Source: an optimization exercise on an open RTL-to-GDS flow (aim: small area, a short achievable clock period and few clock cycles per item). Production flows keep margins and buffers that such runs may drop.
The RTL was checked by simulation tests, not by an equivalence proof against the original design.
No activity file was given, so power comes from the tool's default toggle rates.

== north ==
// lpc_synth
module lpc_synth (
    input  wire        clk,
    input  wire        rst,
    input  wire        in_valid,
    output wire        in_ready,
    input  wire [15:0] in_data,
    output wire        out_valid,
    input  wire        out_ready,
    output wire [15:0] out_data,
    output wire [7:0]  out_sexp
);
    localparam [2:0] M_COEF  = 3'd0,    
                     M_PRIME = 3'd1,    
                     M_RUN   = 3'd2,    
                     M_LOAD  = 3'd3,    
                     M_DELTA = 3'd4,    
                     M_ALIGN = 3'd5,    
                     M_DRAIN = 3'd6;    
    reg  [2:0]  mode;
    reg         ph;           
    reg         rpass;        
    reg         conc;         
    reg         resc;         
    reg         spec;         
    reg  [3:0]  wcnt;         
    reg  [6:0]  lw;           
    reg  [4:0]  nxn;          
    reg  [6:0]  t;            
    reg  [6:0]  t0;           
    reg  [7:0]  sc;           
    reg  [7:0]  rqfb;         
    reg  [7:0]  wa;           
    reg  [6:0]  nc;           
    reg  [2:0]  dstep;        
    reg         r_run_odd;    
    reg         r_take;       
    reg         r_take_conc;  
    reg         r_coef;       
    reg         r_load;       
    reg         r_cont;       
    reg         r_contgo;     
    reg         r_shin;       
    reg         r_inrdy;      
    reg         r_srcin;      
    reg  [15:0] din_r;        
    reg         sh_r;         
    reg         sh2_r;        
    reg  [7:0]  dhi_r;        
    reg         tk_r;         
    reg         cm_r;         
    reg  [15:0] ycm, zcm;     
    reg         hm_on, hm_first;
    reg  [15:0] coef [1:16];
    reg  [15:0] nx   [1:16];        
    localparam integer RQN = 194;
    reg  [7:0]  rq   [0:RQN-1];
    reg  [15:0] st   [0:15];        
    reg  [15:0] de_z1;
    reg  [4:0]  sexp;               
  ...
Settings: LEC_CHECK=0, ABC_AREA=1, CAP_MARGIN=10, CORE_MARGIN=2, CORE_UTILIZATION=55, PLACE_DENSITY=0.72, SLEW_MARGIN=10; clock period 12.0 ns.
standard.sh (not shown) runs the stock make flow with config.mk's settings and CLKGATE_MAP_FILE= SYNTH_SCRIPT=/design/flow/synth_recipe.tcl, a recipe that flattens the netlist after the stock synthesis.
==> flow/flow/run.sh <==
#!/bin/bash
set -euo pipefail
bash standard.sh SETUP_SLACK_MARGIN=8.4 finish > standard.log 2>&1
Testbench counts of north, summed over its fixed seeds: cycles 21,564, frames 60.
The following lists how south was set up differently from north:
==> flow/flow/run.sh <==
#!/bin/bash
set -euo pipefail
bash standard.sh SETUP_SLACK_MARGIN=7.6 finish > standard.log 2>&1
## What came out
Re portion of the layout cell area used by non-clock buffers: north was higher than south. As of south, routed wire length had fallen by a few percent compared to north. Of the two values seen for first element of the critical path, btwon[4] was produced by south and q0[20] by north. south vs north, area added between synthesis and finish went down by 5.7 points. For north, the startpoint-to-endpoint class of the critical path was flop to output port, unlike south, where it was flop to flop.
--- input diff south..east ---
==> flow/flow/run.sh <==
#!/bin/bash
set -euo pipefail
bash standard.sh SETUP_SLACK_MARGIN=8.2 finish > standard.log 2>&1
[summary]
- east ended with every stage complete and zero timing, DRC or antenna violations.
- On data required time of the worst path: east sits below south.
- east ends up with a share of total power in combinational logic that is 1.4 points higher than in south.
- flop to flop as the kind of critical path was reported by south, and flop to output port by east.
- The run with more setup slack is east; south has less.
- Power: east draws more than south
- In the flow results for east and south, the detailed route wirelength on metal3 is smaller on south.
- Power of the clock network across east and south: no real change.
- On met1 global-route usage, south tracks east almost exactly.
- Relative to south, net switching fraction of the power has decreased by 0.24 points in east.
Input-level comparison between west and east:
Settings: CORE_UTILIZATION: 55 -> 40; PLACE_DENSITY: 0.72 -> 0.6.
==> flow/flow/run.sh <==
#!/bin/bash
set -euo pipefail
bash standard.sh SETUP_SLACK_MARGIN=8.0 finish > standard.log 2>&1
### Flow results
Number of optimization iterations in the first detailed-route pass was lower in the run labelled west. west vs. east: setup slack shows an increase of 87 ps, non-clock buffer instance count of the final layout shows a reduction of 238, global placer's final weighted congestion shows a reduction of 5.6%, wire length shows an increase of about 2.6%, post-route non-filler standard cell count shows an increase of 2106. west ended up with a lower total area of multi-input combinational cells than east did. [west] area of the core rose 38% relative to east. The higher combinational power share came out of east.
> inputs changed (west -> middle)
Settings: SLEW_MARGIN: 10 -> 20; CAP_MARGIN: 10 -> 20.
==> flow/flow/run.sh <==
#!/bin/bash
set -euo pipefail
bash standard.sh SETUP_SLACK_MARGIN=7.6 finish > standard.log 2>&1
### Flow results
| share of final layout cell area taken by clock buffers and inverters | west vs middle | ≈ equal |. Higher clock-buffer cell count goes to west over middle. west -> middle: routed metal-1 wirelength increased slightly. For west, the timing endpoint of the critical path was out_sexp[6], unlike middle, where it was g_unit[0].g_mp.u_mul.s[19].

---

## run A
Starting RTL as in the previous note.
==> flow/config.mk <==
export PLATFORM = sky130hd
export DESIGN_NAME = lpc_synth
export DESIGN_NICKNAME = lpc_synth
export VERILOG_FILES = /design/flow/design.v
export SDC_FILE = /design/flow/constraint.sdc
export NUM_CORES = 8
export LEC_CHECK = 0
export ABC_AREA = 1
export CAP_MARGIN = 10
export CORE_MARGIN = 2
export CORE_UTILIZATION = 55
export PLACE_DENSITY = 0.72
export SLEW_MARGIN = 10
==> flow/constraint.sdc <==
create_clock -name core_clock -period 12.0 [get_ports {clk}]
set_input_delay 2.4000 -clock core_clock [delete_from_list [all_inputs] [get_ports {clk}]]
set_output_delay 2.4000 -clock core_clock [all_outputs]
set_load 0.01 [all_outputs]
==> flow/flow/run.sh <==
#!/bin/bash
set -euo pipefail
bash standard.sh SETUP_SLACK_MARGIN=7.4 finish > standard.log 2>&1
Run A closes out successfully: all stages finished, all timing, DRC and antenna checks passed.
Testbench counts of run A, summed over its fixed seeds: cycles 21,564, frames 60.
The inputs of run B differ from those of run A as listed below.
==> flow/flow/run.sh <==
#!/bin/bash
set -euo pipefail
bash standard.sh SETUP_SLACK_MARGIN=7.6 finish > standard.log 2>&1
-- flow/config.mk --
<<< run A, line 9
export CAP_MARGIN = 10
export CORE_MARGIN = 2
export CORE_UTILIZATION = 55
export PLACE_DENSITY = 0.72
export SLEW_MARGIN = 10
>>> run B, line 9
export CAP_MARGIN = 10
export CORE_MARGIN = 2
export CORE_UTILIZATION = 62
export PLACE_DENSITY = 0.78
export SLEW_MARGIN = 10
- Looking at final critical delay including setup and external delays across both flows, run B is the stronger of the two, with run A trailing.
- On delay of the slowest cell on the worst path: between run B and run A, it ends up lower for run B.
- The die of run B is smaller than the one used in run A.

==> static timing again, ports no longer ideal <==
The results above use ideal ports. As a check the final layouts listed here were re-extracted and re-timed, cells and wires unchanged. Step 1 sets driving cells, clkbuf_16 on the clock port and buf_2 on the other inputs (assumed; they add their load-dependent delay and slew). Step 2 also shifts input and output timing later by t, the mid clock arrival at the registers, as if the neighbouring blocks saw the same clock. Three values: ideal ports, drivers, drivers and shift; two values: the first two.
| run | shift t [ns] | setup WS [ns] | worst setup path after step 2 | worst register clock-pin slew, ns |
|---|---|---|---|---|
| north | 1.167 | 7.906 / 7.768 / 7.448 | input to register | 0.08 / 0.08 |
| south | 1.135 | 7.587 / 7.534 / 6.804 | input to register | 0.08 / 0.08 |
| east | 1.161 | 7.847 / 7.729 / 7.177 | input to register | 0.07 / 0.07 |
| west | 1.182 | 7.933 / 7.802 / 7.079 | input to register | 0.07 / 0.07 |
| middle | 1.196 | 7.561 / 7.561 / 6.759 | input to register | 0.07 / 0.07 |
| run A | 1.111 | 7.367 / 7.367 / 6.633 | input to register | 0.08 / 0.08 |
| run B | 1.146 | 7.534 / 7.534 / 6.752 | input to register | 0.08 / 0.08 |
After both steps every run listed still meets setup and hold. The setup slack of west, which loses most, moves by -0.131 ns with the drivers and by -0.854 ns with both steps.
